Background: an optimization exercise with open tools, aiming at small area, a short achievable clock period and few clock cycles per item. Do not read the settings as production practice.
Where RTL was checked, it was by simulation tests only, not by an equivalence proof against the original.
Function not checked in run 1: the RTL went through the layout flow alone.
Power figures rest on the tool's default switching activity, not on a simulated workload.

$ cat design/flow/design.v
module lpc1_crc24w (
    input  wire [23:0] f,
    input  wire [31:0] x,
    output wire [23:0] fn
);
    wire s0;
    lpc1_x2 u_s0 (.a(x[0]), .b(f[0]), .y(s0));
    wire s1;
    lpc1_x2 u_s1 (.a(x[1]), .b(f[1]), .y(s1));
    wire s2;
    lpc1_x2 u_s2 (.a(x[2]), .b(f[2]), .y(s2));
    wire s3;
    lpc1_x2 u_s3 (.a(x[3]), .b(f[3]), .y(s3));
    wire s4;
    lpc1_x2 u_s4 (.a(x[4]), .b(f[4]), .y(s4));
    wire s5;
    lpc1_x2 u_s5 (.a(x[5]), .b(f[5]), .y(s5));
    wire s6;
    lpc1_x2 u_s6 (.a(x[6]), .b(f[6]), .y(s6));
    wire s7;
    lpc1_x2 u_s7 (.a(x[7]), .b(f[7]), .y(s7));
    wire s8;
    lpc1_x2 u_s8 (.a(x[8]), .b(f[8]), .y(s8));
    wire s9;
    lpc1_x2 u_s9 (.a(x[9]), .b(f[9]), .y(s9));
    wire s10;
    lpc1_x2 u_s10 (.a(x[10]), .b(f[10]), .y(s10));
    wire s11;
    lpc1_x2 u_s11 (.a(x[11]), .b(f[11]), .y(s11));
    wire s12;
    lpc1_x2 u_s12 (.a(x[12]), .b(f[12]), .y(s12));
    wire s13;
    lpc1_x2 u_s13 (.a(x[13]), .b(f[13]), .y(s13));
    wire s14;
    lpc1_x2 u_s14 (.a(x[14]), .b(f[14]), .y(s14));
    wire s15;
    lpc1_x2 u_s15 (.a(x[15]), .b(f[15]), .y(s15));
    wire s16;
    lpc1_x2 u_s16 (.a(x[16]), .b(f[16]), .y(s16));
    wire s17;
    lpc1_x2 u_s17 (.a(x[17]), .b(f[17]), .y(s17));
    wire s18;
    lpc1_x2 u_s18 (.a(x[18]), .b(f[18]), .y(s18));
    wire s19;
    lpc1_x2 u_s19 (.a(x[19]), .b(f[19]), .y(s19));
    wire s20;
    lpc1_x2 u_s20 (.a(x[20]), .b(f[20]), .y(s20));
    wire s21;
    lpc1_x2 u_s21 (.a(x[21]), .b(f[21]), .y(s21));
    wire s22;
    lpc1_x2 u_s22 (.a(x[22]), .b(f[22]), .y(s22));
    wire s23;
    lpc1_x2 u_s23 (.a(x[23]), .b(f[23]), .y(s23));
    wire [31:0] y = {x[31], x[30], x[29], x[28], x[27], x[26], x[25], x[24], s23, s22, s21, s20, s19, s18, s17, s16, s15, s14, s13, s12, s11, s10, s9, s8, s7, s6, s5, s4, s3, s2, s1, s0};
    wire s24;
    lpc1_x2 u_s24 (.a(y[23]), .b(y[30]), .y(s24));
    wire s25;
    lpc1_x2 u_s25 (.a(y[24]), .b(y[25]), .y(s25));
    wire s26;
    lpc1_x2 u_s26 (.a(y[11]), .b(y[31]), .y(s26));
    wire s27;
    lpc1_x2 u_s27 (.a(y[0]), .b(y[3]), .y(s27));
    wire s28;
    lpc1_x2 u_s28 (.a(y[10]), .b(y[1]), .y(s28));
    wire s29;
    lpc1_x2 u_s29 (.a(y[2]), .b(y[5]), .y(s29));
    wire s30;
    lpc1_x2 u_s30 (.a(y[9]), .b(s24), .y(s30));
    wire s31;
    lpc1_x2 u_s31 (.a(y[4]), .b(y[8]), .y(s31));
    wire s32;
    lpc1_x2 u_s32 (.a(y[26]), .b(s25), .y(s32));
    wire s33;
    lpc1_x2 u_s33 (.a(y[7]), .b(s26), .y(s33));
    wire s34;
    lpc1_x2 u_s34 (.a(y[29]), .b(y[6]), .y(s34));
    wire s35;
    lpc1_x2 u_s35 (.a(y[28]), .b(s29), .y(s35));
    wire s36;
    lpc1_x2 u_s36 (.a(y[15]), .b(y[8]), .y(s36));
    wire s37;
    lpc1_x2 u_s37 (.a(y[20]), .b(y[27]), .y(s37));
    wire s38;
    lpc1_x2 u_s38 (.a(y[12]), .b(s27), .y(s38));
    wire s39;
    lpc1_x2 u_s39 (.a(y[4]), .b(s28), .y(s39));
    wire s40;
    lpc1_x2 u_s40 (.a(y[16]), .b(s30), .y(s40));
    wire s41;
    lpc1_x2 u_s41 (.a(y[14]), .b(y[6]), .y(s41));
    wire s42;
    lpc1_x2 u_s42 (.a(y[10]), .b(y[17]), .y(s42));
    wire s43;
    lpc1_x2 u_s43 (.a(y[22]), .b(y[30]), .y(s43));
    wire s44;
    lpc1_x2 u_s44 (.a(y[27]), .b(s31), .y(s44));
    wire s45;
    lpc1_x2 u_s45 (.a(y[18]), .b(s26), .y(s45));
    wire s46;
    lpc1_x2 u_s46 (.a(s25), .b(s34), .y(s46));
    wire s47;
    lpc1_x2 u_s47 (.a(y[19]), .b(s27), .y(s47));
    wire s48;
    lpc1_x2 u_s48 (.a(y[21]), .b(s28), .y(s48));
    wire s49;
    lpc1_x2 u_s49 (.a(y[24]), .b(s31), .y(s49));
    wire s50;
    lpc1_x2 u_s50 (.a(y[13]), .b(s39), .y(s50));
    wire s51;
    lpc1_x2 u_s51 (.a(y[1]), .b(s33), .y(s51));
    wire s52;
    lpc1_x2 u_s52 (.a(s35), .b(s30), .y(s52));
    wire s53;
    lpc1_x2 u_s53 (.a(y[7]), .b(s40), .y(s53));
    wire s54;
    lpc1_x2 u_s54 (.a(y[25]), .b(y[26]), .y(s54));
    wire s55;
    lpc1_x2 u_s55 (.a(y[15]), .b(y[2]), .y(s55));
    wire s56;
    lpc1_x2 u_s56 (.a(y[16]), .b(y[9]), .y(s56));
    wire s57;
    lpc1_x2 u_s57 (.a(y[12]), .b(s24), .y(s57));
    wire s58;
    lpc1_x2 u_s58 (.a(y[29]), .b(s32), .y(s58));
    wire s59;
    lpc1_x2 u_s59 (.a(y[23]), .b(s36), .y(s59));
    wire s60;
    lpc1_x2 u_s60 (.a(s41), .b(s29), .y(s60));
    wire s61;
    lpc1_x2 u_s61 (.a(y[6]), .b(s32), .y(s61));
    wire s62;
    lpc1_x2 u_s62 (.a(y[17]), .b(s37), .y(s62));
    wire s63;
    lpc1_x2 u_s63 (.a(y[19]), .b(s43), .y(s63));
    wire s64;
    lpc1_x2 u_s64 (.a(y[0]), .b(s37), .y(s64));
    wire s65;
    lpc1_x2 u_s65 (.a(y[13]), .b(s38), .y(s65));
    wire s66;
    lpc1_x2 u_s66 (.a(y[14]), .b(s35), .y(s66));
    wire s67;
    lpc1_x2 u_s67 (.a(s42), .b(s45), .y(s67));
    wire s68;
    lpc1_x2 u_s68 (.a(s62), .b(s32), .y(s68));
    wire s69;
    lpc1_x2 u_s69 (.a(s34), .b(s49), .y(s69));
    wire s70;
    lpc1_x2 u_s70 (.a(s44), .b(s51), .y(s70));
    wire s71;
    lpc1_x2 u_s71 (.a(y[27]), .b(y[31]), .y(s71));
    wire s72;
    lpc1_x2 u_s72 (.a(y[3]), .b(y[8]), .y(s72));
    wire s73;
    lpc1_x2 u_s73 (.a(s54), .b(s71), .y(s73));
    wire s74;
    lpc1_x2 u_s74 (.a(s72), .b(s73), .y(s74));
    assign fn[0] = ~(s57 ^ s74);
    wire s75;
    lpc1_x2 u_s75 (.a(y[28]), .b(s25), .y(s75));
    wire s76;
    lpc1_x2 u_s76 (.a(s31), .b(s75), .y(s76));
    wire s77;
    lpc1_x2 u_s77 (.a(s30), .b(s76), .y(s77));
    assign fn[1] = ~(s65 ^ s77);
    wire s78;
    lpc1_x2 u_s78 (.a(y[31]), .b(y[0]), .y(s78));
    wire s79;
    lpc1_x2 u_s79 (.a(y[14]), .b(y[5]), .y(s79));
    wire s80;
    lpc1_x2 u_s80 (.a(y[9]), .b(s78), .y(s80));
    wire s81;
    lpc1_x2 u_s81 (.a(s79), .b(s58), .y(s81));
    wire s82;
    lpc1_x2 u_s82 (.a(s80), .b(s50), .y(s82));
    assign fn[2] = ~(s81 ^ s82);
    wire s83;
    lpc1_x2 u_s83 (.a(s26), .b(s28), .y(s83));
    wire s84;
    lpc1_x2 u_s84 (.a(s38), .b(s59), .y(s84));
    wire s85;
    lpc1_x2 u_s85 (.a(s60), .b(s83), .y(s85));
    assign fn[3] = (s84 ^ s85);
    wire s86;
    lpc1_x2 u_s86 (.a(y[13]), .b(s55), .y(s86));
    wire s87;
    lpc1_x2 u_s87 (.a(s61), .b(s86), .y(s87));
    wire s88;
    lpc1_x2 u_s88 (.a(s40), .b(s87), .y(s88));
    assign fn[4] = ~(s70 ^ s88);
    wire s89;
    lpc1_x2 u_s89 (.a(y[24]), .b(s42), .y(s89));
    wire s90;
    lpc1_x2 u_s90 (.a(s89), .b(s66), .y(s90));
    assign fn[5] = (s53 ^ s90);
    wire s91;
    lpc1_x2 u_s91 (.a(s36), .b(s27), .y(s91));
    wire s92;
    lpc1_x2 u_s92 (.a(s46), .b(s91), .y(s92));
    assign fn[6] = (s67 ^ s92);
    wire s93;
    lpc1_x2 u_s93 (.a(y[18]), .b(y[23]), .y(s93));
    wire s94;
    lpc1_x2 u_s94 (.a(s56), .b(s93), .y(s94));
    wire s95;
    lpc1_x2 u_s95 (.a(s47), .b(s94), .y(s95));
    assign fn[7] = ~(s95 ^ s70);
    wire s96;
    lpc1_x2 u_s96 (.a(y[31]), .b(s39), .y(s96));
    wire s97;
    lpc1_x2 u_s97 (.a(s47), .b(s52), .y(s97));
    wire s98;
    lpc1_x2 u_s98 (.a(s68), .b(s96), .y(s98));
    assign fn[8] = ~(s97 ^ s98);
    wire s99;
    lpc1_x2 u_s99 (.a(y[0]), .b(y[11]), .y(s99));
    wire s100;
    lpc1_x2 u_s100 (.a(y[18]), .b(y[20]), .y(s100));
    wire s101;
    lpc1_x2 u_s101 (.a(s99), .b(s100), .y(s101));
    wire s102;
    lpc1_x2 u_s102 (.a(s35), .b(s48), .y(s102));
    wire s103;
    lpc1_x2 u_s103 (.a(s57), .b(s101), .y(s103));
    wire s104;
    lpc1_x2 u_s104 (.a(s69), .b(s102), .y(s104));
    assign fn[9] = ~(s103 ^ s104);
    wire s105;
    lpc1_x2 u_s105 (.a(y[21]), .b(y[9]), .y(s105));
    wire s106;
    lpc1_x2 u_s106 (.a(s29), .b(s105), .y(s106));
    wire s107;
    lpc1_x2 u_s107 (.a(s46), .b(s63), .y(s107));
    wire s108;
    lpc1_x2 u_s108 (.a(s106), .b(s51), .y(s108));
    wire s109;
    lpc1_x2 u_s109 (.a(s65), .b(s107), .y(s109));
    assign fn[10] = ~(s108 ^ s109);
    wire s110;
    lpc1_x2 u_s110 (.a(y[22]), .b(y[2]), .y(s110));
    wire s111;
    lpc1_x2 u_s111 (.a(y[7]), .b(s41), .y(s111));
    wire s112;
    lpc1_x2 u_s112 (.a(s110), .b(s64), .y(s112));
    wire s113;
    lpc1_x2 u_s113 (.a(s111), .b(s50), .y(s113));
    assign fn[11] = (s112 ^ s113);
    wire s114;
    lpc1_x2 u_s114 (.a(y[11]), .b(y[1]), .y(s114));
    wire s115;
    lpc1_x2 u_s115 (.a(y[21]), .b(y[3]), .y(s115));
    wire s116;
    lpc1_x2 u_s116 (.a(y[7]), .b(s114), .y(s116));
    wire s117;
    lpc1_x2 u_s117 (.a(s115), .b(s59), .y(s117));
    wire s118;
    lpc1_x2 u_s118 (.a(s116), .b(s66), .y(s118));
    assign fn[12] = (s117 ^ s118);
    wire s119;
    lpc1_x2 u_s119 (.a(y[22]), .b(s55), .y(s119));
    wire s120;
    lpc1_x2 u_s120 (.a(s56), .b(s38), .y(s120));
    wire s121;
    lpc1_x2 u_s121 (.a(s119), .b(s69), .y(s121));
    assign fn[13] = (s120 ^ s121);
    wire s122;
    lpc1_x2 u_s122 (.a(y[25]), .b(y[17]), .y(s122));
    wire s123;
    lpc1_x2 u_s123 (.a(y[3]), .b(y[5]), .y(s123));
    wire s124;
    lpc1_x2 u_s124 (.a(s122), .b(s123), .y(s124));
    wire s125;
    lpc1_x2 u_s125 (.a(s124), .b(s50), .y(s125));
    assign fn[14] = (s53 ^ s125);
    wire s126;
    lpc1_x2 u_s126 (.a(y[26]), .b(s49), .y(s126));
    wire s127;
    lpc1_x2 u_s127 (.a(s60), .b(s67), .y(s127));
    assign fn[15] = ~(s126 ^ s127);
    wire s128;
    lpc1_x2 u_s128 (.a(y[26]), .b(y[18]), .y(s128));
    wire s129;
    lpc1_x2 u_s129 (.a(y[19]), .b(y[5]), .y(s129));
    wire s130;
    lpc1_x2 u_s130 (.a(y[6]), .b(s36), .y(s130));
    wire s131;
    lpc1_x2 u_s131 (.a(s128), .b(s129), .y(s131));
    wire s132;
    lpc1_x2 u_s132 (.a(s30), .b(s33), .y(s132));
    wire s133;
    lpc1_x2 u_s133 (.a(s130), .b(s131), .y(s133));
    assign fn[16] = ~(s132 ^ s133);
    wire s134;
    lpc1_x2 u_s134 (.a(y[10]), .b(y[20]), .y(s134));
    wire s135;
    lpc1_x2 u_s135 (.a(s134), .b(s47), .y(s135));
    wire s136;
    lpc1_x2 u_s136 (.a(s61), .b(s135), .y(s136));
    assign fn[17] = ~(s53 ^ s136);
    wire s137;
    lpc1_x2 u_s137 (.a(s31), .b(s48), .y(s137));
    wire s138;
    lpc1_x2 u_s138 (.a(s33), .b(s68), .y(s138));
    assign fn[18] = (s137 ^ s138);
    wire s139;
    lpc1_x2 u_s139 (.a(y[21]), .b(y[22]), .y(s139));
    wire s140;
    lpc1_x2 u_s140 (.a(s27), .b(s139), .y(s140));
    wire s141;
    lpc1_x2 u_s141 (.a(s45), .b(s140), .y(s141));
    assign fn[19] = ~(s52 ^ s141);
    wire s142;
    lpc1_x2 u_s142 (.a(s34), .b(s28), .y(s142));
    wire s143;
    lpc1_x2 u_s143 (.a(s32), .b(s44), .y(s143));
    wire s144;
    lpc1_x2 u_s144 (.a(s63), .b(s142), .y(s144));
    assign fn[20] = (s143 ^ s144);
    wire s145;
    lpc1_x2 u_s145 (.a(s54), .b(s64), .y(s145));
    wire s146;
    lpc1_x2 u_s146 (.a(s33), .b(s52), .y(s146));
    assign fn[21] = ~(s145 ^ s146);
    wire s147;
    lpc1_x2 u_s147 (.a(y[28]), .b(s24), .y(s147));
    wire s148;
    lpc1_x2 u_s148 (.a(s46), .b(s48), .y(s148));
    assign fn[22] = (s147 ^ s148);
    wire s149;
    lpc1_x2 u_s149 (.a(y[2]), .b(s43), .y(s149));
    wire s150;
    lpc1_x2 u_s150 (.a(s58), .b(s33), .y(s150));
    assign fn[23] = ~(s149 ^ s150);
endmodule
module lpc1_crc10w (
    input  wire [9:0]  c,
    input  wire [31:0] x,
    output wire [9:0]  cn
);
    wire s0;
    lpc1_x2 u_s0 (.a(x[0]), .b(c[2]), .y(s0));
    wire s1;
    lpc1_x2 u_s1 (.a(x[1]), .b(c[3]), .y(s1));
    wire s2;
    lpc1_x2 u_s2 (.a(x[2]), .b(c[4]), .y(s2));
    wire s3;
    lpc1_x2 u_s3 (.a(x[3]), .b(c[5]), .y(s3));
    wire s4;
    lpc1_x2 u_s4 (.a(x[4]), .b(c[6]), .y(s4));
    wire s5;
    lpc1_x2 u_s5 (.a(x[5]), .b(c[7]), .y(s5));
    wire s6;
    lpc1_x2 u_s6 (.a(x[6]), .b(c[8]), .y(s6));
    wire s7;
    lpc1_x2 u_s7 (.a(x[7]), .b(c[9]), .y(s7));
    wire s8;
    lpc1_x2 u_s8 (.a(x[14]), .b(c[0]), .y(s8));
    wire s9;
    lpc1_x2 u_s9 (.a(x[15]), .b(c[1]), .y(s9));
    wire [31:0] y = {x[31], x[30], x[29], x[28], x[27], x[26], x[25], x[24], x[23], x[22], x[21], x[20], x[19], x[18], x[17], x[16], s9, s8, x[13], x[12], x[11], x[10], x[9], x[8], s7, s6, s5, s4, s3, s2, s1, s0};
    wire s10;
    lpc1_x2 u_s10 (.a(y[23]), .b(y[24]), .y(s10));
    wire s11;
    lpc1_x2 u_s11 (.a(y[25]), .b(y[8]), .y(s11));
    wire s12;
    lpc1_x2 u_s12 (.a(y[26]), .b(y[3]), .y(s12));
    wire s13;
    lpc1_x2 u_s13 (.a(y[7]), .b(s11), .y(s13));
    wire s14;
    lpc1_x2 u_s14 (.a(y[6]), .b(s10), .y(s14));
    wire s15;
    lpc1_x2 u_s15 (.a(y[11]), .b(s13), .y(s15));
    wire s16;
    lpc1_x2 u_s16 (.a(y[9]), .b(s12), .y(s16));
    wire s17;
    lpc1_x2 u_s17 (.a(y[12]), .b(y[18]), .y(s17));
    wire s18;
    lpc1_x2 u_s18 (.a(y[13]), .b(y[19]), .y(s18));
    wire s19;
    lpc1_x2 u_s19 (.a(y[10]), .b(y[16]), .y(s19));
    wire s20;
    lpc1_x2 u_s20 (.a(y[0]), .b(y[28]), .y(s20));
    wire s21;
    lpc1_x2 u_s21 (.a(y[15]), .b(y[27]), .y(s21));
    wire s22;
    lpc1_x2 u_s22 (.a(y[1]), .b(y[29]), .y(s22));
    wire s23;
    lpc1_x2 u_s23 (.a(y[2]), .b(y[30]), .y(s23));
    wire s24;
    lpc1_x2 u_s24 (.a(y[14]), .b(y[20]), .y(s24));
    wire s25;
    lpc1_x2 u_s25 (.a(s24), .b(s16), .y(s25));
    wire s26;
    lpc1_x2 u_s26 (.a(y[12]), .b(y[31]), .y(s26));
    wire s27;
    lpc1_x2 u_s27 (.a(y[13]), .b(y[21]), .y(s27));
    wire s28;
    lpc1_x2 u_s28 (.a(y[10]), .b(s17), .y(s28));
    wire s29;
    lpc1_x2 u_s29 (.a(y[2]), .b(s19), .y(s29));
    wire s30;
    lpc1_x2 u_s30 (.a(y[14]), .b(y[22]), .y(s30));
    wire s31;
    lpc1_x2 u_s31 (.a(y[17]), .b(s20), .y(s31));
    wire s32;
    lpc1_x2 u_s32 (.a(y[4]), .b(s21), .y(s32));
    wire s33;
    lpc1_x2 u_s33 (.a(y[15]), .b(s22), .y(s33));
    wire s34;
    lpc1_x2 u_s34 (.a(y[5]), .b(s14), .y(s34));
    wire s35;
    lpc1_x2 u_s35 (.a(y[0]), .b(s23), .y(s35));
    wire s36;
    lpc1_x2 u_s36 (.a(s31), .b(s15), .y(s36));
    wire s37;
    lpc1_x2 u_s37 (.a(s15), .b(s18), .y(s37));
    wire s38;
    lpc1_x2 u_s38 (.a(s25), .b(s26), .y(s38));
    wire s39;
    lpc1_x2 u_s39 (.a(s14), .b(s32), .y(s39));
    wire s40;
    lpc1_x2 u_s40 (.a(s16), .b(s36), .y(s40));
    assign cn[0] = (s39 ^ s40);
    wire s41;
    lpc1_x2 u_s41 (.a(y[11]), .b(y[17]), .y(s41));
    wire s42;
    lpc1_x2 u_s42 (.a(y[3]), .b(s41), .y(s42));
    wire s43;
    lpc1_x2 u_s43 (.a(s28), .b(s42), .y(s43));
    wire s44;
    lpc1_x2 u_s44 (.a(s33), .b(s34), .y(s44));
    assign cn[1] = (s43 ^ s44);
    wire s45;
    lpc1_x2 u_s45 (.a(y[4]), .b(y[6]), .y(s45));
    wire s46;
    lpc1_x2 u_s46 (.a(s17), .b(s45), .y(s46));
    wire s47;
    lpc1_x2 u_s47 (.a(s35), .b(s46), .y(s47));
    assign cn[2] = (s37 ^ s47);
    wire s48;
    lpc1_x2 u_s48 (.a(y[1]), .b(y[5]), .y(s48));
    wire s49;
    lpc1_x2 u_s49 (.a(y[7]), .b(s18), .y(s49));
    wire s50;
    lpc1_x2 u_s50 (.a(s48), .b(s49), .y(s50));
    assign cn[3] = (s50 ^ s38);
    wire s51;
    lpc1_x2 u_s51 (.a(s10), .b(s27), .y(s51));
    wire s52;
    lpc1_x2 u_s52 (.a(s29), .b(s51), .y(s52));
    wire s53;
    lpc1_x2 u_s53 (.a(s52), .b(s25), .y(s53));
    assign cn[4] = (s36 ^ s53);
    wire s54;
    lpc1_x2 u_s54 (.a(y[21]), .b(y[7]), .y(s54));
    wire s55;
    lpc1_x2 u_s55 (.a(s20), .b(s22), .y(s55));
    wire s56;
    lpc1_x2 u_s56 (.a(s28), .b(s30), .y(s56));
    wire s57;
    lpc1_x2 u_s57 (.a(s14), .b(s54), .y(s57));
    wire s58;
    lpc1_x2 u_s58 (.a(s55), .b(s56), .y(s58));
    assign cn[5] = (s57 ^ s58);
    wire s59;
    lpc1_x2 u_s59 (.a(y[22]), .b(y[23]), .y(s59));
    wire s60;
    lpc1_x2 u_s60 (.a(s59), .b(s23), .y(s60));
    wire s61;
    lpc1_x2 u_s61 (.a(s33), .b(s60), .y(s61));
    assign cn[6] = (s37 ^ s61);
    wire s62;
    lpc1_x2 u_s62 (.a(y[23]), .b(y[8]), .y(s62));
    wire s63;
    lpc1_x2 u_s63 (.a(s62), .b(s35), .y(s63));
    assign cn[7] = (s63 ^ s38);
    wire s64;
    lpc1_x2 u_s64 (.a(y[31]), .b(y[8]), .y(s64));
    wire s65;
    lpc1_x2 u_s65 (.a(y[9]), .b(y[1]), .y(s65));
    wire s66;
    lpc1_x2 u_s66 (.a(y[3]), .b(s27), .y(s66));
    wire s67;
    lpc1_x2 u_s67 (.a(s19), .b(s64), .y(s67));
    wire s68;
    lpc1_x2 u_s68 (.a(s65), .b(s66), .y(s68));
    wire s69;
    lpc1_x2 u_s69 (.a(s67), .b(s32), .y(s69));
    assign cn[8] = (s68 ^ s69);
    wire s70;
    lpc1_x2 u_s70 (.a(s21), .b(s29), .y(s70));
    wire s71;
    lpc1_x2 u_s71 (.a(s12), .b(s30), .y(s71));
    wire s72;
    lpc1_x2 u_s72 (.a(s13), .b(s34), .y(s72));
    wire s73;
    lpc1_x2 u_s73 (.a(s70), .b(s71), .y(s73));
    assign cn[9] = (s72 ^ s73);
endmodule
module lpc1_crc6h (
    input  wire [15:0] x,
    output wire [5:0]  c
);
    wire s0;
    lpc1_x2 u_s0 (.a(x[1]), .b(x[7]), .y(s0));
    wire s1;
    lpc1_x2 u_s1 (.a(x[2]), .b(x[8]), .y(s1));
    wire s2;
    lpc1_x2 u_s2 (.a(x[10]), .b(s0), .y(s2));
    wire s3;
    lpc1_x2 u_s3 (.a(x[14]), .b(s1), .y(s3));
    wire s4;
    lpc1_x2 u_s4 (.a(x[13]), .b(x[3]), .y(s4));
    wire s5;
    lpc1_x2 u_s5 (.a(x[5]), .b(x[6]), .y(s5));
    wire s6;
    lpc1_x2 u_s6 (.a(x[12]), .b(x[15]), .y(s6));
    wire s7;
    lpc1_x2 u_s7 (.a(x[0]), .b(x[11]), .y(s7));
    wire s8;
    lpc1_x2 u_s8 (.a(x[9]), .b(s5), .y(s8));
    wire s9;
    lpc1_x2 u_s9 (.a(x[4]), .b(s3), .y(s9));
    wire s10;
    lpc1_x2 u_s10 (.a(x[8]), .b(s4), .y(s10));
    wire s11;
    lpc1_x2 u_s11 (.a(s2), .b(s8), .y(s11));
    assign c[0] = (s10 ^ s11);
    wire s12;
    lpc1_x2 u_s12 (.a(x[11]), .b(x[1]), .y(s12));
    wire s13;
    lpc1_x2 u_s13 (.a(x[5]), .b(s4), .y(s13));
    wire s14;
    lpc1_x2 u_s14 (.a(s12), .b(s13), .y(s14));
    assign c[1] = (s9 ^ s14);
    wire s15;
    lpc1_x2 u_s15 (.a(x[13]), .b(s6), .y(s15));
    wire s16;
    lpc1_x2 u_s16 (.a(s2), .b(s15), .y(s16));
    assign c[2] = (s9 ^ s16);
    wire s17;
    lpc1_x2 u_s17 (.a(x[15]), .b(x[6]), .y(s17));
    wire s18;
    lpc1_x2 u_s18 (.a(s7), .b(s17), .y(s18));
    wire s19;
    lpc1_x2 u_s19 (.a(s2), .b(s3), .y(s19));
    assign c[3] = (s18 ^ s19);
    wire s20;
    lpc1_x2 u_s20 (.a(x[2]), .b(x[3]), .y(s20));
    wire s21;
    lpc1_x2 u_s21 (.a(x[9]), .b(s0), .y(s21));
    wire s22;
    lpc1_x2 u_s22 (.a(s6), .b(s7), .y(s22));
    wire s23;
    lpc1_x2 u_s23 (.a(s20), .b(s21), .y(s23));
    assign c[4] = (s22 ^ s23);
    wire s24;
    lpc1_x2 u_s24 (.a(x[0]), .b(x[12]), .y(s24));
    wire s25;
    lpc1_x2 u_s25 (.a(x[4]), .b(x[7]), .y(s25));
    wire s26;
    lpc1_x2 u_s26 (.a(s1), .b(s24), .y(s26));
    wire s27;
    lpc1_x2 u_s27 (.a(s25), .b(s8), .y(s27));
    assign c[5] = (s26 ^ s27);
endmodule
module lpc1_x2 (
    input  wire a,
    input  wire b,
    output wire y
);
    assign y = a ^ b;
endmodule
module lpc1_xn2 (
    input  wire a,
    input  wire b,
    output wire y
);
    assign y = ~(a ^ b);
endmodule
module lpc1_cksum (
    input  wire        clk,
    input  wire        rst,
    input  wire        cmd_valid,
    output wire        cmd_ready,
    input  wire [31:0] cmd_word,
    input  wire [31:0] cmd_len,
    input  wire [23:0] cmd_fcs_in,
    input  wire        in_valid,
    output wire        in_ready,
    input  wire [31:0] in_data,
    output reg         done,
    output wire [7:0]  code,
    output reg  [7:0]  last_op,
    output reg         match,
    output reg  [23:0] fcs_val,
    output reg  [23:0] fcs_rx,
    output reg  [16:0] fcs_cover,
    output reg  [16:0] out_len,
    output reg  [5:0]  crc6,
    output reg  [9:0]  crc10
);
    localparam [3:0] C_OK           = 4'b0_000;    
    localparam [3:0] C_FCS_MISMATCH = 4'b0_001;    
    localparam [3:0] C_NO_CRC       = 4'b0_010;    
    localparam [3:0] C_ERR_LEN      = 4'b1_000;    
    localparam [3:0] C_ERR_TYPE     = 4'b1_001;    
    localparam [3:0] C_ERR_OVERFLOW = 4'b1_011;    
    localparam [3:0] C_ERR_PARAM    = 4'b1_100;    
    localparam [3:0] C_ERR_CMD      = 4'b1_101;    
    reg        rdy;           
    reg        irdy;          
    reg        setup;         
    reg        o_calc, o_gen, o_chk, o_crc6, o_crc10, o_splice;
    reg        illegal;       
    reg        big;           
    reg        sup_ov;        
    reg [16:0] rem;           
    reg [3:0]  jb;            
    reg        ui_elig;       
    reg [31:0] wrot;          
    reg [23:0] prev;          
    reg [1:0]  cidx;          
    reg        wv;            
    reg        wfirst;        
    reg        wsecond;       
    reg        wlast;         
    reg        ui;            
    reg        u0;            
    reg        u1;            
    reg        iu0;           
    reg        fcs_on;        
    reg        c10_on;        
    reg        cmpx;          
    reg  [3:0] code_q;
    assign code = {3'b000, code_q[3], 1'b0, code_q[2:0]};
    assign cmd_ready = rdy;
    assign in_ready  = irdy;
    wire d_calc   = (cmd_word == 32'h0000_0001);
    wire d_gen    = (cmd_word == 32'h0000_0002) || (cmd_word == 32'h0000_0102);
    wire d_chk    = (cmd_word == 32'h0000_0003);
    wire d_crc6   = (cmd_word == 32'h0000_0010);
    wire d_crc10  = (cmd_word == 32'h0000_0011);
    wire d_splice = (cmd_word == 32'h0000_0012);
    wire d_legal  = d_calc | d_gen | d_chk | d_crc6 | d_crc10 | d_splice;
    wire d_big    = (|cmd_len[31:17]) | (cmd_len[16] & (|cmd_len[15:0]));
    wire [1:0] d_j = (cmd_word[1:0] == 2'b11) ? ~cmd_len[1:0]
                                              : {cmd_len[1] ^ cmd_len[0], cmd_len[0]};
    wire [3:0] d_jh = {d_j == 2'd3, d_j == 2'd2, d_j == 2'd1, d_j == 2'd0};
    wire d_ui_elig = (d_gen & (|cmd_len[31:3])) |
                     (d_chk & ((|cmd_len[31:4]) |
                               (cmd_len[3] & (cmd_len[2] | (cmd_len[1] & cmd_len[0])))));
    wire d_iu     = d_crc6 | d_crc10 | d_splice;
    wire d_words  = d_legal & (cmd_len[31:17] == 15'd0) &
                    (cmd_len[16] ? (cmd_len[15:0] == 16'd0) : (cmd_len[15:0] != 16'd0));
    wire accept = cmd_valid & rdy;
    wire fire   = in_valid & irdy;
    wire [16:0] n        = rem;                  
    wire        n_zero   = (n == 17'd0);
    wire        n_lt2    = (n[16:1] == 16'd0);
    wire        n_lt3    = n_lt2 | (n == 17'd2);
    wire        n_lt4    = (n[16:2] == 15'd0);
    wire        n_ovf    = (n > 17'd65533);
    wire        n_ragged = |rem[1:0];            
    wire        rem_gt4  = (|rem[16:3]) | (rem[2] & (|rem[1:0]));
    wire        rem_gt8  = (|rem[16:4]) | (rem[3] & (|rem[2:0]));
    wire        more_after = wv ? rem_gt8 : rem_gt4;
    wire        iuup     = o_crc10 | o_splice;
    wire ui_pat  = (in_data[15:13] == 3'b110) & ~in_data[16];
    wire ui_word = ui_elig & ui_pat;
    wire ui_next = (u0 & ui_pat) | u1;
    wire [3:0] jn = ui_next ? 4'b0010 : (iu0 ? 4'b0001 : jb);
    wire [3:0] t      = wrot[7:4];
    wire       t_none = (t == 4'd1);
    wire       t_ok   = (t == 4'd0) || (t == 4'd14);
    wire [5:0] crc6_word;
    lpc1_crc6h u_crc6 (.x(wrot[15:0]), .c(crc6_word));
    wire       crc6_wr = wv & wfirst &
                         ((o_crc6 & ~n_lt2) | (o_splice & t_ok & ~n_lt4));
    wire [31:0] rot = ({32{jn[0]}} & in_data) |
                      ({32{jn[1]}} & {in_data[23:0], prev[23:16]}) |
                      ({32{jn[2]}} & {in_data[15:0], prev[23:8]}) |
                      ({32{jn[3]}} & {in_data[7:0], prev[23:0]});
    localparam [23:0] FCS_INIT0 = 24'h000000, FCS_INIT1 = 24'h7016E8,
                      FCS_INIT2 = 24'hC7030A, FCS_INIT3 = 24'h53F40E;
    wire [23:0] fcs_init_b = ({24{jb[1]}} & FCS_INIT1) | ({24{jb[2]}} & FCS_INIT2) |
                             ({24{jb[3]}} & FCS_INIT3);
    wire [23:0] fcs_init   = ui_next ? FCS_INIT1 : fcs_init_b;
    wire fcs_clr  = setup & ~illegal & ~big &
                    (o_calc | (o_gen & ~n_ovf & ~sup_ov) | (o_chk & ~n_lt3));
    wire fcs_load = ~rdy & (cidx == 2'd0) & (fcs_clr | fcs_on);
    wire [23:0] fcs_next;
    lpc1_crc24w u_crc24 (.f(fcs_val), .x(wrot), .fn(fcs_next));
    wire [9:0] crc10_next;
    lpc1_crc10w u_crc10 (.c(crc10), .x(wrot), .cn(crc10_next));
    wire fcs_step = wv & fcs_on & ~(ui & ~wfirst & ~wsecond) &
                    ~(o_chk & wlast & n_ragged);
    wire c10_step = wv & c10_on & ~wfirst;
    wire        chk_cmp = o_chk & fcs_on &
                          ((wv & wlast & n_ragged) | cmpx);
    wire [23:0] rx_word = wrot[23:0];
    wire        rx_eq   = (fcs_val == rx_word);
    always @(posedge clk) begin
        wrot <= rot;
        if (fire)
            prev <= (iuup & (cidx == 2'd0)) ? 24'h0 : in_data[31:8];
        else if (rdy)
            prev <= 24'h0;
        if (rdy) begin
            o_calc   <= d_calc;
            o_gen    <= d_gen;
            o_chk    <= d_chk;
            o_crc6   <= d_crc6;
            o_crc10  <= d_crc10;
            o_splice <= d_splice;
            illegal  <= ~d_legal;
            big      <= d_big;
            sup_ov   <= cmd_word[8] & (|cmd_fcs_in);
            jb       <= d_jh;
            ui_elig  <= d_ui_elig;
        end
        if (rdy)
            rem <= cmd_len[16:0];
        else if (wv)
            rem <= rem - 17'd4;
        if (rdy) begin
            cidx   <= 2'd0;
            fcs_on <= 1'b0;
            u0     <= d_ui_elig;
            u1     <= 1'b0;
            iu0    <= d_iu;
        end else if (fire) begin
            if (cidx != 2'd2)
                cidx <= cidx + 2'd1;
            u0  <= 1'b0;
            u1  <= u0 & ui_pat;
            iu0 <= 1'b0;
        end
        if (fcs_clr)
            fcs_on <= 1'b1;
        wfirst  <= (cidx == 2'd0);
        wsecond <= (cidx == 2'd1);
        wlast   <= ~more_after;
        if (cidx == 2'd0)
            ui <= ui_word;
        if (rdy)
            c10_on <= 1'b0;
        else if (wv & wfirst & iuup & t_ok & ~(wlast & n_ragged))
            c10_on <= 1'b1;
    end
    always @(posedge clk) begin
        if (rst) begin
            rdy       <= 1'b1;
            irdy      <= 1'b0;
            setup     <= 1'b0;
            wv        <= 1'b0;
            cmpx      <= 1'b0;
            done      <= 1'b0;
            code_q    <= 4'h0;
            last_op   <= 8'h00;
            match     <= 1'b0;
            fcs_val   <= 24'h0;
            fcs_rx    <= 24'h0;
            fcs_cover <= 17'h0;
            out_len   <= 17'h0;
            crc6      <= 6'h0;
            crc10     <= 10'h0;
        end else begin
            done  <= 1'b0;
            setup <= accept;
            cmpx  <= 1'b0;
            wv    <= fire;
            if (accept) begin
                rdy     <= 1'b0;
                last_op <= cmd_word[7:0];
            end
            if (rdy)
                irdy <= cmd_valid & d_words;
            else if (in_valid)
                irdy <= irdy & more_after;
            if (setup) begin
                if (illegal) begin
                    code_q  <= C_ERR_CMD;
                    out_len <= 17'h0;
                    done    <= 1'b1;
                    rdy     <= 1'b1;
                end else if (big) begin
                    code_q <= C_ERR_PARAM;
                    if (o_gen | o_splice)
                        out_len <= 17'h0;
                    done <= 1'b1;
                    rdy  <= 1'b1;
                end else begin
                    if (n_zero) begin
                        done <= 1'b1;
                        rdy  <= 1'b1;
                    end
                    if (o_calc) begin
                        code_q    <= C_OK;
                        fcs_cover <= n;
                    end
                    if (o_gen) begin
                        if (n_ovf) begin
                            code_q  <= C_ERR_OVERFLOW;
                            out_len <= 17'h0;
                        end else begin
                            code_q  <= C_OK;
                            out_len <= n + 17'd3;
                            fcs_cover <= sup_ov ? 17'h0 : n;
                        end
                    end
                    if (o_chk) begin
                        if (n_lt3)
                            code_q <= C_ERR_LEN;
                        else
                            fcs_cover <= n - 17'd3;
                    end
                    if (o_crc6)
                        code_q <= n_lt2 ? C_ERR_LEN : C_OK;
                    if (o_crc10)
                        code_q <= C_ERR_LEN;    
                    if (o_splice) begin
                        code_q  <= C_ERR_LEN;
                        out_len <= n;         
                    end
                end
            end
            if (fcs_load)
                fcs_val <= fcs_init;
            if (crc6_wr)
                crc6 <= crc6_word;
            if (fcs_step)
                fcs_val <= fcs_next;
            if (c10_step)
                crc10 <= crc10_next;
            if (wv & wfirst) begin
                if (ui & fcs_on)
                    fcs_cover <= 17'd7;
                if (iuup) begin
                    if (t_none) begin
                        code_q <= C_NO_CRC;
                        if (o_crc10)
                            crc10 <= 10'h0;
                    end else if (!t_ok) begin
                        code_q <= C_ERR_TYPE;
                        if (o_splice)
                            out_len <= 17'h0;
                    end else if (wlast & n_ragged) begin
                        code_q <= C_ERR_LEN;
                        if (o_splice)
                            out_len <= 17'h0;
                    end else begin
                        code_q <= C_OK;
                        crc10 <= 10'h0;
                    end
                end
            end
            if (chk_cmp) begin
                fcs_rx <= rx_word;
                match  <= rx_eq;
                code_q <= rx_eq ? C_OK : C_FCS_MISMATCH;
                done   <= 1'b1;
                rdy    <= 1'b1;
            end else if (wv & wlast) begin
                if (o_chk & fcs_on) begin
                    cmpx <= 1'b1;
                end else begin
                    done <= 1'b1;
                    rdy  <= 1'b1;
                end
            end
        end
    end
endmodule
$ cat design/flow/flow/run.sh
#!/bin/bash
# The standard layout (the standard.sh: standard synthesis, floorplan,
# placement, CTS, routing), with the ports buffered by the smallest buffer
# (sky130_fd_sc_hd__buf_1) instead of the resizer's default delay cell;
# repair_design and repair_timing resize them where needed.
set -euo pipefail
export BUFFER_PORTS_ARGS="-buffer_cell sky130_fd_sc_hd__buf_1"
bash standard.sh finish SETUP_SLACK_MARGIN=5.4 TNS_END_PERCENT=0 > standard_flow.log 2>&1
$ cat design/flow/standard.sh
#!/bin/bash
# synth_recipe.tcl (not shown) runs the flow's synth.tcl, then flattens the netlist and writes it again
# the make line also repeats each setting of config.mk as NAME=value (left out here)
make -C /OpenROAD-flow-scripts/flow DESIGN_CONFIG=/design/flow/config.mk WORK_HOME=/design/flow/orfs CLKGATE_MAP_FILE= SYNTH_SCRIPT=/design/flow/synth_recipe.tcl "${@:-finish}"
$ cat design/flow/config.mk
export PLATFORM = sky130hd
export DESIGN_NAME = lpc1_cksum
export DESIGN_NICKNAME = lpc1_cksum
export VERILOG_FILES = /design/flow/design.v
export SDC_FILE = /design/flow/constraint.sdc
export NUM_CORES = 4
export LEC_CHECK = 0
export CAP_MARGIN = 20
export CORE_MARGIN = 2
export CORE_UTILIZATION = 40
export CTS_CLUSTER_DIAMETER = 100
export CTS_CLUSTER_SIZE = 25
export SETUP_SLACK_MARGIN = 5
export SLEW_MARGIN = 20
export SYNTH_HIERARCHICAL = 1
export SYNTH_MEMORY_MAX_BITS = 8192
export SYNTH_MINIMUM_KEEP_SIZE = 0
export TNS_END_PERCENT = 0
$ cat design/flow/constraint.sdc
create_clock -name core_clock -period 8.0 [get_ports {clk}]
set_input_delay 1.6000 -clock core_clock [delete_from_list [all_inputs] [get_ports {clk}]]
set_output_delay 1.6000 -clock core_clock [all_outputs]
set_load 0.01 [all_outputs]
==> flow_summary.html, run 1 <==
<table>
<tr><th>Metric</th><th>Value</th></tr>
<tr><th colspan="2">Outcome</th></tr>
<tr><td>Result of the run</td><td>finished clean</td></tr>
<tr><th colspan="2">Logic synthesis</th></tr>
<tr><td>Cell with the most instances after synthesis</td><td>sky130_fd_sc_hd__xor2_1</td></tr>
<tr><td>Post-Synth Adder-Cell Area</td><td>0.01332</td></tr>
<tr><td>Share of Yosys cell area claimed by the top area cell type</td><td>0.2390</td></tr>
<tr><td>Post-synthesis instance area</td><td>13150 um^2</td></tr>
<tr><td>Number of warning messages in the yosys log</td><td>7</td></tr>
<tr><td>Most area-hungry cell type in the Yosys netlist</td><td>sky130_fd_sc_hd__dfxtp_1</td></tr>
<tr><td>Share of synthesized flip-flops with an asynchronous set or reset</td><td>0</td></tr>
<tr><td>Compound-Gate Fraction of Synth Area</td><td>0.1526</td></tr>
<tr><td>Top FF cell, synth</td><td>sky130_fd_sc_hd__dfxtp_1</td></tr>
<tr><td>Sequential fraction of the synthesis area</td><td>0.3714</td></tr>
<tr><td>Synthesized flop and latch total</td><td>215</td></tr>
<tr><td>XOR/XNOR Fraction of Synth Area</td><td>0.2291</td></tr>
<tr><td>Mux contribution to synthesized area</td><td>0.01446</td></tr>
<tr><td>Top cells by instance count after synthesis</td><td>306 x sky130_fd_sc_hd__xor2_1, 207 x sky130_fd_sc_hd__nand2_1, 157 x sky130_fd_sc_hd__dfxtp_1</td></tr>
<tr><td>Post-Synthesis Cells</td><td>1493</td></tr>
<tr><td>Post-synthesis cell type count</td><td>74</td></tr>
<tr><td>Number of synthesized flops with an enable pin</td><td>58</td></tr>
<tr><td>Synth area leaders</td><td>sky130_fd_sc_hd__dfxtp_1 24%, sky130_fd_sc_hd__xor2_1 20%, sky130_fd_sc_hd__edfxtp_1 13%</td></tr>
<tr><td>Post-Synth Simple-Gate Area</td><td>0.1807</td></tr>
<tr><td>Dominant combinational cell family by area after synthesis</td><td>XOR/XNOR gates</td></tr>
<tr><td>Post-Syn Area per Cell</td><td>8.809 um^2</td></tr>
<tr><th colspan="2">Hold path</th></tr>
<tr><td>Type of the tightest min-delay check</td><td>flip-flop to flip-flop</td></tr>
<tr><td>Startpoint of the most critical hold path</td><td>fcs_rx[17]$_SDFFE_PP0P_</td></tr>
<tr><td>Hold Crit Depth</td><td>2</td></tr>
<tr><th colspan="2">Floorplan</th></tr>
<tr><td>Die Area</td><td>34350 um^2</td></tr>
<tr><td>Vertical extent of the die</td><td>185.3 um</td></tr>
<tr><td>Starting utilization of the core area</td><td>0.4052</td></tr>
<tr><td>Placeable core region</td><td>32450 um^2</td></tr>
<tr><td>Chip Width</td><td>185.3 um</td></tr>
<tr><td>Row Count</td><td>66</td></tr>
<tr><td>Boundary pin count</td><td>242</td></tr>
<tr><th colspan="2">Drt</th></tr>
<tr><td>Detailed-route via count</td><td>12100</td></tr>
<tr><td>Met1 layer wirelength in the final routing</td><td>20050 um</td></tr>
<tr><td>Length of the first detailed-routing pass in iterations</td><td>8</td></tr>
<tr><td>Top metal layer carrying routed signals</td><td>met4</td></tr>
<tr><td>Detailed Route WL</td><td>44250 um</td></tr>
<tr><td>Wire length on met2</td><td>18740 um</td></tr>
<tr><td>Post-detailed-route count of antenna-violating nets</td><td>0</td></tr>
<tr><td>Routed length per placed instance</td><td>20.56 um</td></tr>
<tr><td>Avg Vias per Cell</td><td>5.622</td></tr>
<tr><td>Number of remaining DRC errors</td><td>0</td></tr>
<tr><td>Met3 wire len</td><td>4095 um</td></tr>
<tr><td>Number of DRC markers after the initial detailed-route iteration</td><td>1299</td></tr>
<tr><th colspan="2">Final layout</th></tr>
<tr><td>Antenna diode count</td><td>0</td></tr>
<tr><td>Proportion of layout cells with a drive suffix above 1</td><td>0.1082</td></tr>
<tr><td>Final cell area excluding filler cells</td><td>15650 um^2</td></tr>
<tr><td>Final #Nets</td><td>1840</td></tr>
<tr><td>Share of the core filled with cells</td><td>0.4823</td></tr>
<tr><td>Area growth syn-to-layout</td><td>19.01%</td></tr>
<tr><th colspan="2">Placement</th></tr>
<tr><td>DP Worst Slack</td><td>3974 ps</td></tr>
<tr><td>Placed standard-cell area</td><td>14420 um^2</td></tr>
<tr><td>Buffers added on ports</td><td>237</td></tr>
<tr><td>Final RePlAce weighted congestion</td><td>0.9915</td></tr>
<tr><td>Placed wire-length estimate after detailed placement</td><td>33050 um</td></tr>
<tr><th colspan="2">Timing</th></tr>
<tr><td>Summed negative setup slack over all endpoints</td><td>0 ps</td></tr>
<tr><td>Fin. max-slew vios</td><td>0</td></tr>
<tr><td>Final clock period utilization by the worst path</td><td>0.3540</td></tr>
<tr><td>Setup-violating endpoint count in the final report</td><td>0</td></tr>
<tr><td>Fmax achieved</td><td>353.1 MHz</td></tr>
<tr><td>Worst Skew</td><td>44.83 ps</td></tr>
<tr><td>Worst relative slew slack</td><td>0.4243</td></tr>
<tr><td>Slew at the pin closest to its max-slew limit</td><td>855.7 ps</td></tr>
<tr><td>Min Tclk post-route</td><td>2832 ps</td></tr>
<tr><td>Final worst setup slack</td><td>5168 ps</td></tr>
<tr><td>Number of hold violations in the final report</td><td>0</td></tr>
<tr><td>Setup repair after global routing missed its margin</td><td>true</td></tr>
<tr><th colspan="2">Setup path</th></tr>
<tr><td>R2R depth</td><td>9</td></tr>
<tr><td>Cell family with most CP delay</td><td>simple AND/OR/NAND/NOR gates</td></tr>
<tr><td>Buffering stage count on the worst path with inverters included</td><td>1</td></tr>
<tr><td>Cell depth of the worst setup path</td><td>8</td></tr>
<tr><td>Endpoint required time on the critical path</td><td>8460 ps</td></tr>
<tr><td>CP Launch Type</td><td>input pin</td></tr>
<tr><td>Crit path arrival time</td><td>3290 ps</td></tr>
<tr><td>Category of the worst setup path capture point</td><td>flip-flop</td></tr>
<tr><td>Worst path slowest cell</td><td>sky130_fd_sc_hd__or4b_4</td></tr>
<tr><td>Top fanout value on the critical path</td><td>2</td></tr>
<tr><td>Worst setup path startpoint</td><td>cmd_len[15]</td></tr>
<tr><td>Slowest Stage Delay on Critical Path</td><td>520 ps</td></tr>
<tr><td>Type of the worst setup path</td><td>input pin to flip-flop</td></tr>
<tr><td>Critical-path cell list</td><td>buf_4 -&gt; nor4_4 -&gt; nand3_2 -&gt; or4b_4 -&gt; ha_4 -&gt; nand2_2 -&gt; nor3_2 -&gt; a31o_2</td></tr>
<tr><td>Origin of the critical flop-to-flop path</td><td>wrot[23]$_DFF_P_</td></tr>
<tr><th colspan="2">Clock tree</th></tr>
<tr><td>CTS tree</td><td>built</td></tr>
<tr><td>H-tree lvl count</td><td>1</td></tr>
<tr><td>Bufs on Longest Clock Path</td><td>3</td></tr>
<tr><td>TritonCTS sink count</td><td>215</td></tr>
<tr><td>Clock slew at reported path FFs</td><td>90 ps</td></tr>
<tr><td>Number of buffers inserted during clock tree synthesis</td><td>14</td></tr>
<tr><td>Post-cts hold buffer count</td><td>0</td></tr>
<tr><td>Root Driver</td><td>sky130_fd_sc_hd__clkbuf_16</td></tr>
<tr><td>Worst-Skew Late Latency</td><td>520 ps</td></tr>
<tr><th colspan="2">Global route</th></tr>
<tr><td>Overall overflow remaining after global route</td><td>0</td></tr>
<tr><td>Number of global-route vias before repair</td><td>11320</td></tr>
<tr><td>Pin count of the biggest net entering global routing</td><td>70</td></tr>
<tr><td>Initial antenna violation count</td><td>0</td></tr>
<tr><td>Overall Global Routing Usage</td><td>0.2525</td></tr>
<tr><td>First-pass GRT wire length</td><td>66830 um</td></tr>
<tr><th colspan="2">Run</th></tr>
<tr><td>Max-capacitance violation count</td><td>0</td></tr>
<tr><th colspan="2">Power</th></tr>
<tr><td>VDD IR-drop max</td><td>0.1213 mV</td></tr>
<tr><td>Ratio of total power to cell area</td><td>247.7 nW/um^2</td></tr>
<tr><td>Cell leakage power</td><td>0.005904 uW</td></tr>
</table>
[Yosys stat by module (local to each module, per instance)]
module / cell area [um^2] / cells inside / flops+latches / copies in the design
lpc1_x2: 8.758 / 1 / 0 / 253
lpc1_cksum: 10590 / 1200 / 215 / 1
lpc1_crc24w: 210.2 / 24 / 0 / 1
lpc1_crc6h: 52.55 / 6 / 0 / 1
lpc1_crc10w: 87.58 / 10 / 0 / 1
[state kept, by name (all words and copies together) (netlist names), 2 cells and up]
signal / count
wrot: 32
jb: 4
out_len: 17
fcs_rx: 24
crc10: 10
code_q: 4
rem: 17
prev: 24
fcs_cover: 17
cidx: 2
crc6: 6
fcs_val: 24
last_op: 8
[routing by layer]
metal / global-route usage / up-vias
met4: 0.07492 / 0
met1: 0.3654 / 5773
met5: 0 / -
met3: 0.04856 / 76
met2: 0.3790 / 622
li1: - / 5627
[power breakdown]
group / internal, uW / total, uW / switching [uW]
clock network: 378 / 800 / 422
logic: 679 / 1720 / 1040
registers: 1180 / 1360 / 175
total: 2240 / 3880 / 1640
[stage by stage]
step	total power (uW)	hold slack, ps	cells
global route	4067	473.4	2152
finish	3877	459.5	2152
global placement	2978	441.7	2101
CTS	3836	459.2	2142
detailed placement	2966	447.4	2101
floorplan	2497	436.5	1496
[cells in the final DEF, fill, tap and decap left out, types with 32 or more instances in the layout]
master / count
sky130_fd_sc_hd__edfxtp_1: 58
sky130_fd_sc_hd__buf_4: 41
sky130_fd_sc_hd__buf_1: 230
sky130_fd_sc_hd__o21ai_0: 39
sky130_fd_sc_hd__xnor2_1: 38
sky130_fd_sc_hd__dfxtp_1: 127
sky130_fd_sc_hd__nor2_1: 77
sky130_fd_sc_hd__xor2_1: 273
sky130_fd_sc_hd__nand2_1: 206
sky130_fd_sc_hd__a222oi_1: 32
sky130_fd_sc_hd__nand3_1: 35
sky130_fd_sc_hd__a21oi_1: 80
[layout make-up]
cell class / count / area (um^2)
Clock buffer: 17 / 361.6
Clock inverter: 7 / 106.4
Fill cell: 3159 / 16800
Inverter: 31 / 116.4
Multi-Input combinational cell: 1160 / 8327
Sequential cell: 215 / 4930
Tap cell: 442 / 553.0
Timing Repair Buffer: 280 / 1257
[path summary, 6_finish.rpt]
path	endpoint	slack [ps]
worst max register to register	fcs_val[14]$_SDFFE_PP0P_	5220
worst min register to register	fcs_rx[17]$_SDFFE_PP0P_	460
worst max-delay path	irdy$_SDFFE_PP0P_	5170
worst min-delay path	fcs_rx[17]$_SDFFE_PP0P_	460
[timing repair]
item / in CTS / in global routing
gates resized for setup: 82 / 38
endpoints found under the setup margin: 200 / 223
buffers inserted: 16 / 10
hold endpoints to repair: 0 / 0
pin swaps: 10 / 10
cloned: 1 / 0
[kinds of logic after synthesis]
family	count (synthesis)
simple gates	493
xor+xnor	344
compound gates	286
flops	215
buf+inv	121
mux	19
fa+ha+maj	14
other cells	1
[tightest hold or removal path, delay by kind of cell, from the launching register on]
kind	cells	cell delay (ps)
AND/OR/NAND/NOR	1	50
AO/OA/AOI/OAI	1	50
flip-flops	1	310
==> inputs of run 2 (changes only) <==
--- a/design/flow/design.v
+++ b/design/flow/design.v
@@ -628,7 +628,7 @@
     reg        u0;            
     reg        u1;            
     reg        iu0;           
-    reg        fcs_on;        
+    reg        fcs_w;         
     reg        c10_on;        
     reg        cmpx;          
     reg  [3:0] code_q;
@@ -642,14 +642,26 @@
     wire d_crc10  = (cmd_word == 32'h0000_0011);
     wire d_splice = (cmd_word == 32'h0000_0012);
     wire d_legal  = d_calc | d_gen | d_chk | d_crc6 | d_crc10 | d_splice;
+    wire p_calc   = ~cmd_word[4] & (cmd_word[1:0] == 2'b01);
+    wire p_gen    = ~cmd_word[4] & (cmd_word[1:0] == 2'b10);
+    wire p_chk    = ~cmd_word[4] & (cmd_word[1:0] == 2'b11);
+    wire p_crc6   =  cmd_word[4] & (cmd_word[1:0] == 2'b00);
+    wire p_crc10  =  cmd_word[4] & (cmd_word[1:0] == 2'b01);
+    wire p_splice =  cmd_word[4] & (cmd_word[1:0] == 2'b10);
     wire d_big    = (|cmd_len[31:17]) | (cmd_len[16] & (|cmd_len[15:0]));
     wire [1:0] d_j = (cmd_word[1:0] == 2'b11) ? ~cmd_len[1:0]
                                               : {cmd_len[1] ^ cmd_len[0], cmd_len[0]};
     wire [3:0] d_jh = {d_j == 2'd3, d_j == 2'd2, d_j == 2'd1, d_j == 2'd0};
-    wire d_ui_elig = (d_gen & (|cmd_len[31:3])) |
-                     (d_chk & ((|cmd_len[31:4]) |
+    wire d_ui_elig = (p_gen & (|cmd_len[31:3])) |
+                     (p_chk & ((|cmd_len[31:4]) |
                                (cmd_len[3] & (cmd_len[2] | (cmd_len[1] & cmd_len[0])))));
-    wire d_iu     = d_crc6 | d_crc10 | d_splice;
+    wire d_iu     = cmd_word[4];
+    wire d_len_hi0 = (cmd_len[31:17] == 15'd0);
+    wire d_le65533 = d_len_hi0 & ~cmd_len[16] & ~(&cmd_len[15:1]);
+    wire d_ge3     = (|cmd_len[31:2]) | (&cmd_len[1:0]);
+    wire d_fcs_w   = p_calc |
+                     (p_gen & ~(cmd_word[8] & (|cmd_fcs_in)) & d_le65533) |
+                     (p_chk & d_ge3);
     wire d_words  = d_legal & (cmd_len[31:17] == 15'd0) &
                     (cmd_len[16] ? (cmd_len[15:0] == 16'd0) : (cmd_len[15:0] != 16'd0));
     wire accept = cmd_valid & rdy;
@@ -685,17 +697,15 @@
     wire [23:0] fcs_init_b = ({24{jb[1]}} & FCS_INIT1) | ({24{jb[2]}} & FCS_INIT2) |
                              ({24{jb[3]}} & FCS_INIT3);
     wire [23:0] fcs_init   = ui_next ? FCS_INIT1 : fcs_init_b;
-    wire fcs_clr  = setup & ~illegal & ~big &
-                    (o_calc | (o_gen & ~n_ovf & ~sup_ov) | (o_chk & ~n_lt3));
-    wire fcs_load = ~rdy & (cidx == 2'd0) & (fcs_clr | fcs_on);
+    wire fcs_load = ~rdy & (cidx == 2'd0) & fcs_w & ~illegal & ~big;
     wire [23:0] fcs_next;
     lpc1_crc24w u_crc24 (.f(fcs_val), .x(wrot), .fn(fcs_next));
     wire [9:0] crc10_next;
     lpc1_crc10w u_crc10 (.c(crc10), .x(wrot), .cn(crc10_next));
-    wire fcs_step = wv & fcs_on & ~(ui & ~wfirst & ~wsecond) &
+    wire fcs_step = wv & fcs_w & ~(ui & ~wfirst & ~wsecond) &
                     ~(o_chk & wlast & n_ragged);
     wire c10_step = wv & c10_on & ~wfirst;
-    wire        chk_cmp = o_chk & fcs_on &
+    wire        chk_cmp = o_chk & fcs_w &
                           ((wv & wlast & n_ragged) | cmpx);
     wire [23:0] rx_word = wrot[23:0];
     wire        rx_eq   = (fcs_val == rx_word);
@@ -706,16 +716,17 @@
         else if (rdy)
             prev <= 24'h0;
         if (rdy) begin
-            o_calc   <= d_calc;
-            o_gen    <= d_gen;
-            o_chk    <= d_chk;
-            o_crc6   <= d_crc6;
-            o_crc10  <= d_crc10;
-            o_splice <= d_splice;
+            o_calc   <= p_calc;
+            o_gen    <= p_gen;
+            o_chk    <= p_chk;
+            o_crc6   <= p_crc6;
+            o_crc10  <= p_crc10;
+            o_splice <= p_splice;
             illegal  <= ~d_legal;
             big      <= d_big;
             sup_ov   <= cmd_word[8] & (|cmd_fcs_in);
             jb       <= d_jh;
+            fcs_w    <= d_fcs_w;
             ui_elig  <= d_ui_elig;
         end
         if (rdy)
@@ -724,7 +735,6 @@
             rem <= rem - 17'd4;
         if (rdy) begin
             cidx   <= 2'd0;
-            fcs_on <= 1'b0;
             u0     <= d_ui_elig;
             u1     <= 1'b0;
             iu0    <= d_iu;
@@ -735,8 +745,6 @@
             u1  <= u0 & ui_pat;
             iu0 <= 1'b0;
         end
-        if (fcs_clr)
-            fcs_on <= 1'b1;
         wfirst  <= (cidx == 2'd0);
         wsecond <= (cidx == 2'd1);
         wlast   <= ~more_after;
@@ -833,7 +841,7 @@
             if (c10_step)
                 crc10 <= crc10_next;
             if (wv & wfirst) begin
-                if (ui & fcs_on)
+                if (ui & fcs_w)
                     fcs_cover <= 17'd7;
                 if (iuup) begin
                     if (t_none) begin
@@ -861,7 +869,7 @@
                 done   <= 1'b1;
                 rdy    <= 1'b1;
             end else if (wv & wlast) begin
-                if (o_chk & fcs_on) begin
+                if (o_chk & fcs_w) begin
                     cmpx <= 1'b1;
                 end else begin
                     done <= 1'b1;
==> flow_summary.html, run 2 <==
<table>
<tr><th>Metric</th><th>Value</th></tr>
<tr><th colspan="2">Logic synthesis</th></tr>
<tr><td>Post-synthesis instance area</td><td>13130 um^2 (-0.19%)</td></tr>
<tr><td>Top cells by instance count after synthesis</td><td>300 x sky130_fd_sc_hd__xor2_1, 224 x sky130_fd_sc_hd__nand2_1, 156 x sky130_fd_sc_hd__dfxtp_1</td></tr>
<tr><td>Number of synthesized flops with an enable pin</td><td>59 (+1.7%)</td></tr>
<tr><td>Post-synthesis cell type count</td><td>73 (-1.4%)</td></tr>
<tr><td>Post-Synth Adder-Cell Area</td><td>0.01334 (+0.00002539)</td></tr>
<tr><td>Synthesized flop and latch total</td><td>215 (unchanged)</td></tr>
<tr><td>Post-Synthesis Cells</td><td>1493 (unchanged)</td></tr>
<tr><td>Share of Yosys cell area claimed by the top area cell type</td><td>0.2379 (-0.001070)</td></tr>
<tr><td>Compound-Gate Fraction of Synth Area</td><td>0.1431 (-0.009527)</td></tr>
<tr><td>Dominant combinational cell family by area after synthesis</td><td>XOR/XNOR gates</td></tr>
<tr><td>Synth area leaders</td><td>sky130_fd_sc_hd__dfxtp_1 24%, sky130_fd_sc_hd__xor2_1 20%, sky130_fd_sc_hd__edfxtp_1 13%</td></tr>
<tr><td>Sequential fraction of the synthesis area</td><td>0.3729 (+0.001471)</td></tr>
<tr><td>Top FF cell, synth</td><td>sky130_fd_sc_hd__dfxtp_1</td></tr>
<tr><td>Number of warning messages in the yosys log</td><td>7 (unchanged)</td></tr>
<tr><td>Post-Synth Simple-Gate Area</td><td>0.1838 (+0.003109)</td></tr>
<tr><td>Most area-hungry cell type in the Yosys netlist</td><td>sky130_fd_sc_hd__dfxtp_1</td></tr>
<tr><td>Mux contribution to synthesized area</td><td>0.01887 (+0.004412)</td></tr>
<tr><th colspan="2">Drt</th></tr>
<tr><td>Length of the first detailed-routing pass in iterations</td><td>7 (-1)</td></tr>
<tr><td>Post-detailed-route count of antenna-violating nets</td><td>0 (unchanged)</td></tr>
<tr><td>Number of DRC markers after the initial detailed-route iteration</td><td>1456 (+12%)</td></tr>
<tr><td>Detailed-route via count</td><td>12130 (+0.22%)</td></tr>
<tr><th colspan="2">Setup path</th></tr>
<tr><td>Endpoint of the lowest-slack register-to-register path</td><td>fcs_val[8]$_SDFFE_PP0P_</td></tr>
<tr><td>Endpoint required time on the critical path</td><td>8430 ps (-30 ps)</td></tr>
<tr><td>Cell family with most CP delay</td><td>simple AND/OR/NAND/NOR gates</td></tr>
<tr><td>Cell depth of the worst setup path</td><td>7 (-1)</td></tr>
<tr><td>Crit path arrival time</td><td>3200 ps (-90 ps)</td></tr>
<tr><td>Worst setup path startpoint</td><td>cmd_word[13]</td></tr>
<tr><td>Category of the worst setup path capture point</td><td>flip-flop</td></tr>
<tr><td>Worst R2R Setup Slack</td><td>5250 ps (+30 ps)</td></tr>
<tr><td>Buffering stage count on the worst path with inverters included</td><td>1 (unchanged)</td></tr>
<tr><td>Type of the worst setup path</td><td>input pin to flip-flop</td></tr>
<tr><th colspan="2">Clock tree</th></tr>
<tr><td>Post-cts hold buffer count</td><td>0 (unchanged)</td></tr>
<tr><td>Clock slew at reported path FFs</td><td>100 ps (about the same)</td></tr>
<tr><td>Number of buffers inserted during clock tree synthesis</td><td>13 (-1)</td></tr>
<tr><td>Root Driver</td><td>sky130_fd_sc_hd__clkbuf_16</td></tr>
<tr><td>CTS tree</td><td>built</td></tr>
<tr><td>TritonCTS sink count</td><td>215 (unchanged)</td></tr>
<tr><td>Worst-Skew Late Latency</td><td>500 ps (-20 ps)</td></tr>
<tr><td>H-tree lvl count</td><td>1 (unchanged)</td></tr>
<tr><th colspan="2">Floorplan</th></tr>
<tr><td>Starting utilization of the core area</td><td>0.4045 (-0.0007711)</td></tr>
<tr><td>Placeable core region</td><td>32450 um^2 (unchanged)</td></tr>
<tr><td>Vertical extent of the die</td><td>185.2 um (about the same)</td></tr>
<tr><td>Boundary pin count</td><td>242 (unchanged)</td></tr>
<tr><th colspan="2">Final layout</th></tr>
<tr><td>Commonest non-fill, non-tap cell in the layout</td><td>sky130_fd_sc_hd__xor2_1</td></tr>
<tr><td>Antenna diode count</td><td>0 (unchanged)</td></tr>
<tr><td>Commonest cells after routing, fill and taps aside</td><td>277 x sky130_fd_sc_hd__xor2_1, 231 x sky130_fd_sc_hd__buf_1, 223 x sky130_fd_sc_hd__nand2_1</td></tr>
<tr><td>Final #Nets</td><td>1858 (+0.98%)</td></tr>
<tr><td>Number of fillers in the final layout</td><td>3220 (+1.9%)</td></tr>
<tr><td>Number of flip-flops under the largest register name</td><td>32 (unchanged)</td></tr>
<tr><td>Largest reg by FF count</td><td>wrot</td></tr>
<tr><td>Non-filler cells, final</td><td>2169 (+0.79%)</td></tr>
<tr><td>Area growth syn-to-layout</td><td>18.63%</td></tr>
<tr><th colspan="2">Placement</th></tr>
<tr><td>Placed wire-length estimate after detailed placement</td><td>32310 um (-2.2%)</td></tr>
<tr><td>Final RePlAce weighted congestion</td><td>0.9168 (-7.5%)</td></tr>
<tr><td>Placed Cells</td><td>2100 (-0.048%)</td></tr>
<tr><th colspan="2">Global route</th></tr>
<tr><td>Overall overflow remaining after global route</td><td>0 (unchanged)</td></tr>
<tr><td>Number of global-route vias before repair</td><td>11320 (-0.018%)</td></tr>
<tr><td>Overall Global Routing Usage</td><td>0.2542 (+0.001682)</td></tr>
<tr><td>Initial antenna violation count</td><td>0 (unchanged)</td></tr>
<tr><td>First-pass GRT wire length</td><td>67270 um (+0.66%)</td></tr>
<tr><th colspan="2">Timing</th></tr>
<tr><td>Number of hold violations in the final report</td><td>0 (unchanged)</td></tr>
<tr><td>Fin. max-slew vios</td><td>0 (unchanged)</td></tr>
<tr><td>Fmax achieved</td><td>361.7 MHz (+2.5%)</td></tr>
<tr><td>Min Tclk post-route</td><td>2765 ps (-67.75 ps)</td></tr>
<tr><td>Slew at the pin closest to its max-slew limit</td><td>903.1 ps (+47.43 ps)</td></tr>
<tr><th colspan="2">Power</th></tr>
<tr><td>Post-route total power</td><td>3687 uW (-4.9%)</td></tr>
<tr><td>Cell leakage power</td><td>0.005875 uW (-0.48%)</td></tr>
<tr><td>VDD IR-drop max</td><td>0.1204 mV (-0.71%)</td></tr>
<tr><th colspan="2">Run</th></tr>
<tr><td>Max-capacitance violation count</td><td>0 (unchanged)</td></tr>
<tr><th colspan="2">Hold path</th></tr>
<tr><td>Type of the tightest min-delay check</td><td>flip-flop to flip-flop</td></tr>
<tr><th colspan="2">Outcome</th></tr>
<tr><td>Result of the run</td><td>finished clean</td></tr>
</table>
run 2: changes by cell type in the layout (fill, tap and decap cells not counted), sizes merged, moves of 8 or more:
cell / change
nand2: +17
nand4: +11
a31oi: +10
buf: +11
a21o: -8
xnor2: +8
a211oi: -10
o21ai: -9
run 2: final cells by class:
cell class,count,area [um^2],share of cell area
multi-input cells,1167,8153,0.5235
flip-flops and latches,215,4933,0.3168
repair buffers,294,1425,0.09152
well taps,442,553.0,0.03551
clock buffers,17,350.3,0.02250
inverters,29,108.9,0.006990
clock inverters,5,48.80,0.003134
run 2: where the power goes:
part	switching, uW	internal [uW]
registers	142	1180
clock network	390	325
logic	968	682
run 2: worst min-delay path by stage:
stage / from / end / slack (ps) / depth (start not counted)
after floorplan: wlast$_DFF_P_ / cmpx$_SDFF_PP0_ / 430 / 2
after global placement: wlast$_DFF_P_ / cmpx$_SDFF_PP0_ / 440 / 2
after detailed placement: fcs_rx[13]$_SDFFE_PP0P_ / fcs_rx[13]$_SDFFE_PP0P_ / 450 / 2
after CTS: wlast$_DFF_P_ / cmpx$_SDFF_PP0_ / 460 / 2
after global routing: wlast$_DFF_P_ / cmpx$_SDFF_PP0_ / 470 / 2
final: fcs_rx[15]$_SDFFE_PP0P_ / fcs_rx[15]$_SDFFE_PP0P_ / 460 / 2
run 2: cells by family (layout without fill, tap and decap cells):
family / count (synthesis) / in the layout
AND/OR/NAND/NOR: 506 / 507
XOR/XNOR: 346 / 346
AO/OA/AOI/OAI: 272 / 273
flip-flops: 215 / 215
buffers and inverters: 116 / 345
multiplexers: 23 / 23
adder cells (fa/ha/maj): 14 / 14
other: 1 / 4
run 2: stage by stage:
stage	worst slack (ps)	cell area [um^2]	hold WS, ps
5_1_grt	5119	15570	473.5
3_5_place_dp	4128	14320	446.1
6_report	5235	15570	460.6
3_3_place_gp	4209	14310	440.2
4_1_cts	5254	15190	456.5
2_1_floorplan	4981	13140	429.7
run 2: Yosys stat by module (local to each module, per instance):
| module | flip-flops and latches | area, um^2 | cells inside | times used |
|---|---|---|---|---|
| lpc1_x2 | 0 | 8.758 | 1 | 253 |
| lpc1_cksum | 215 | 10560 | 1200 | 1 |
| lpc1_crc6h | 0 | 52.55 | 6 | 1 |
| lpc1_crc24w | 0 | 210.2 | 24 | 1 |
| lpc1_crc10w | 0 | 87.58 | 10 | 1 |
run 2: repair_timing:
action | 4_1_cts | 5_1_grt
pin swaps | 3 | 11
resized for setup | 71 | 24
cloned | 4 | 0
endpoints found under the setup margin | 239 | 221
setup buffers | 13 | 30
run 2: worst reg2reg max path, delay by kind of cell, from the launching register on:
kind | cells | cell delay, ps
xor gates and xnor gates | 5 | 1680
DFF | 1 | 650
AOI/OAI and AO/OA | 1 | 250
and+or+nand+nor | 1 | 70
run 2: layer usage:
layer	wire [um]	global-route usage	up-vias	share of wire
li1	-	-	5692	-
met1	20030	0.3641	5823	0.45
met2	20110	0.4072	567	0.45
met3	3667	0.03795	43	0.083
met4	636	0.05016	0	0.014
met5	0	0	-	0
Testbench counts of run 2, summed over its fixed seeds: cycles 10,251, items 384.

re-timing with driven ports:
The flow's constraints put no driver on any port. The routed layouts listed below were extracted and timed again, unchanged, in two steps. Step 1 sets driving cells, clkbuf_16 on the clock port and buf_2 on the other inputs (assumed; they add their load-dependent delay and slew). Step 2 times the ports against the registers' clock, not the clock port: input delays grow and output delays shrink by t, the midpoint of the rising clock arrivals with the driver on. Three values: ideal, step 1, step 2; two values: the first two.
| run | shift t [ns] | setup WS [ns] | slew at the worst register clock pin (ns) |
|---|---|---|---|
| run 1 | 0.545 | 5.168 / 5.150 / 4.650 | 0.11 / 0.11 |
| run 2 | 0.540 | 5.235 / 5.210 / 4.726 | 0.10 / 0.10 |
After both steps every run listed still meets setup and hold. The setup slack of run 1, which loses most, moves by -0.018 ns with the drivers and by -0.518 ns with both steps.
